Background: an optimization exercise with open tools, aiming at small area, a short achievable clock period and few clock cycles. Do not read the settings as production practice.
Where RTL was checked, it was by simulation tests only, not by an equivalence proof against the original.
No activity file was given, so power comes from the tool's default toggle rates.

// rle_codec
module rle_codec (
    input  wire        clk,
    input  wire        rst,
    input  wire        in_valid,
    output wire        in_ready,
    input  wire [7:0]  in_data,
    input  wire        in_last,
    input  wire        in_mode,
    output wire        out_valid,
    input  wire        out_ready,
    output wire [7:0]  out_data,
    output wire        done,
    output wire        err,
    output wire [15:0] err_pos
);
    localparam NR = 128;        
    reg  [10:0] sq0, sq1;       
    reg         sv0, sv1;
    reg         in_rdy;
    reg  [7:0]  lastin;         
    assign in_ready = in_rdy;
    wire        push_in = in_valid && in_rdy;
    wire        pop_in;
    reg         fst;            
    reg         lmode;          
    wire        nmode = fst ? in_mode : lmode;
    wire [10:0] nq = {in_data == lastin, nmode, in_last, in_data};
    wire [7:0]  hd = sq0[7:0];
    wire        hl = sq0[8];
    wire        hm = sq0[9];
    wire        hs = sq0[10];
    wire        hv = sv0;
    always @(posedge clk) begin
        if (push_in) begin
            lastin <= in_data;
            lmode  <= nmode;
        end
        if (rst)
            fst <= 1'b1;
        else if (push_in)
            fst <= in_last;
    end
    always @(posedge clk) begin
        if (rst) begin
            sv0    <= 1'b0;
            sv1    <= 1'b0;
            in_rdy <= 1'b1;
        end else begin
            if (pop_in) begin
                if (sv1) begin
                    sq0 <= sq1;
                    if (push_in) begin
                        sq1 <= nq;
                    end else begin
                        sv1 <= 1'b0;
                    end
                end else if (push_in) begin
                    sq0 <= nq;
                end else begin
                    sv0 <= 1'b0;
                end
                in_rdy <= 1'b1;
            end else if (push_in) begin
                if (sv0) begin
                    sq1    <= nq;
                    sv1    <= 1'b1;
                    in_rdy <= 1'b0;
                end else begin
                    sq0 <= nq;
                    sv0 <= 1'b1;
                end
            end
        end
    end
    localparam W_DATA = 2'd0;   
    localparam W_LITC = 2'd1;   
  ...
clock: 6.0 ns
lec_check: 0
cap_margin: 20
core_margin: 2
core_utilization: 40
cts_buf_list: sky130_fd_sc_hd__clkbuf_8
cts_cluster_diameter: 60
cts_cluster_size: 18
place_density: 0.6
setup_slack_margin: 3.0
slew_margin: 20
run.sh (not shown) runs the stock make flow with config.mk's settings and CLKGATE_MAP_FILE= SYNTH_SCRIPT=/design/flow/synth_recipe.tcl, a recipe that flattens the netlist after the stock synthesis.
Edit:
--- a/flow/design.v
+++ b/flow/design.v
@@ -40,79 +40,74 @@
         else if (push_in)
             fst <= in_last;
     end
     always @(posedge clk) begin
         if (rst) begin
             sv0    <= 1'b0;
             sv1    <= 1'b0;
             in_rdy <= 1'b1;
         end else begin
             if (pop_in) begin
                 if (sv1) begin
-                    sq0 <= sq1;
-                    if (push_in) begin
-                        sq1 <= nq;
-                    end else begin
-                        sv1 <= 1'b0;
-                    end
-                end else if (push_in) begin
-                    sq0 <= nq;
-                end else begin
+                    sv1 <= 1'b0;
+                end else if (!push_in) begin
                     sv0 <= 1'b0;
                 end
                 in_rdy <= 1'b1;
             end else if (push_in) begin
                 if (sv0) begin
-                    sq1    <= nq;
                     sv1    <= 1'b1;
                     in_rdy <= 1'b0;
                 end else begin
-                    sq0 <= nq;
                     sv0 <= 1'b1;
                 end
             end
         end
     end
+    always @(posedge clk) begin
+        if (!sv1) sq1 <= nq;
+        if (pop_in ? 1'b1 : !sv0) sq0 <= (pop_in && sv1) ? sq1 : nq;
+    end
     localparam W_DATA = 2'd0;   
     localparam W_LITC = 2'd1;   
     localparam W_LITS = 2'd2;   
     localparam W_SPEC = 2'd3;   
     reg  [1:0] wf_n;            
     reg  [1:0] wk0, wk1;        
     reg  [7:0] wd0, wd1;        
     reg  [1:0] wfk [0:3];
     reg  [7:0] wfd [0:3];
     reg  [1:0] wfw, wfr;
     reg  [2:0] wf_cnt;
+    reg        wf_r1, wf_r2;    
     reg        hflag;           
     wire       ring_wr;         
     wire       wf_pop;          
     reg  [1:0] wf_hk;           
     wire [7:0] wf_hd = wfd[wfr];
     wire [1:0] wfw1  = wfw + 2'd1;
     always @(posedge clk) begin
-        if (wf_n != 2'd0) begin
+        if (wf_r1) begin
             wfk[wfw] <= wk0;
             wfd[wfw] <= wd0;
         end
-        if (wf_n == 2'd2) begin
+        if (wf_r2) begin
             wfk[wfw1] <= wk1;
             wfd[wfw1] <= wd1;
         end
     end
     wire [2:0] wf_cm1 = wf_cnt - 3'd1;
     wire [2:0] wf_cp1 = wf_cnt + 3'd1;
     wire [2:0] wf_cp2 = wf_cnt + 3'd2;
     reg  [2:0] wf_cnt_n;
     reg        wf_r1_n, wf_r2_n;
-    reg        wf_r1, wf_r2;    
     always @(*) begin
         case ({wf_pop, wf_n})
         3'b001, 3'b110: begin
             wf_cnt_n = wf_cp1; wf_r1_n = wf_cnt <= 3'd2; wf_r2_n = wf_cnt <= 3'd1;
         end
         3'b010: begin
             wf_cnt_n = wf_cp2; wf_r1_n = wf_cnt <= 3'd1; wf_r2_n = wf_cnt == 3'd0;
         end
         3'b100: begin
             wf_cnt_n = wf_cm1; wf_r1_n = 1'b1;          wf_r2_n = wf_cnt <= 3'd3;
         end
@@ -146,36 +141,52 @@
             wf_r2  <= wf_r2_n;
             if (wf_pop)
                 hflag <= 1'b0;
             else if (ring_wr)
                 hflag <= 1'b1;
         end
     end
     reg        lf_push;
     reg  [6:0] lf_val;
     wire       lf_pop;
     reg  [6:0] lfd [0:7];
-    reg  [3:0] lfw, lfr;        
-    wire       lf_full = (lfw[2:0] == lfr[2:0]) && (lfw[3] != lfr[3]);
-    wire       lf_ne   = (lfw != lfr);
-    wire [6:0] lf_h    = lfd[lfr[2:0]];
+    reg  [2:0] lfw, lfr;
+    reg  [3:0] lf_cnt;
+    reg        lf_full, lf_ne;  
+    wire [6:0] lf_h    = lfd[lfr];
     always @(posedge clk) begin
-        if (lf_push) lfd[lfw[2:0]] <= lf_val;
+        if (!lf_full) lfd[lfw] <= lf_val;
     end
     always @(posedge clk) begin
         if (rst) begin
-            lfw <= 4'd0;
-            lfr <= 4'd0;
+            lfw     <= 3'd0;
+            lfr     <= 3'd0;
+            lf_cnt  <= 4'd0;
+            lf_full <= 1'b0;
+            lf_ne   <= 1'b0;
         end else begin
-            if (lf_push) lfw <= lfw + 4'd1;
-            if (lf_pop)  lfr <= lfr + 4'd1;
+            if (lf_push) lfw <= lfw + 3'd1;
+            if (lf_pop)  lfr <= lfr + 3'd1;
+            case ({lf_push, lf_pop})
+            2'b10: begin
+                lf_cnt  <= lf_cnt + 4'd1;
+                lf_full <= (lf_cnt == 4'd7);
+                lf_ne   <= 1'b1;
+            end
+            2'b01: begin
+                lf_cnt  <= lf_cnt - 4'd1;
+                lf_full <= 1'b0;
+                lf_ne   <= (lf_cnt != 4'd1);
+            end
+            default: ;
+            endcase
         end
     end
     reg  [7:0] rd [0:NR-1];
     reg        rm [0:NR-1];
     reg  [6:0] tid;
     reg  [6:0] tid1;            
     reg        rflush;          
     reg        scan;
     reg  [6:0] rp;
     reg  [6:0] nw;
     reg  [6:0] nw1;             
Outcome:
- The new run passed the timing, design-rule and antenna checks
- sequential share of layout area climbs by 1.6 points
- core utilization falls by 1.5 points
- wire length is higher by 1.8%
- die area rose by 1.1%
- total power increases by 3.8%
- clock power rises by about 3%
- critical path depth went down by 2
Testbench counts after the change, summed over its fixed seeds: cycles 140,343.
For the first run of this note, only the layout was checked, not whether the RTL still works.

[static timing again, ports no longer ideal]
In the flow no input, the clock included, has a driving cell. The finished layouts below were timed again as built, in two steps.
Step 1, drivers: a clkbuf_16 drives clk and a buf_2 each remaining input, both assumed.
Step 2 moves the port delays by t, midway between the first and last clock arrival at a register: inputs arrive t later, outputs are due t later. That takes back most of the time a late clock gives input paths.
a / b / c = ideal / step 1 / step 2; a / b = the first two.
run | t (ns) | setup slack, ns | hold WS [ns] | latest minus earliest clock arrival (ns) | cell pins on the clock port's net
the first run | 0.790 | 2.871 / 2.871 / 2.731 | 0.297 / 0.297 / 0.297 | 0.062 / 0.062 | 1
the second run | 0.801 | 3.093 / 3.069 / 2.751 | 0.303 / 0.303 / 0.303 | 0.042 / 0.042 | 1
After both steps every run listed still meets setup and hold. The setup slack of the second run, which loses most, moves by -0.024 ns with the drivers and by -0.342 ns with both steps.
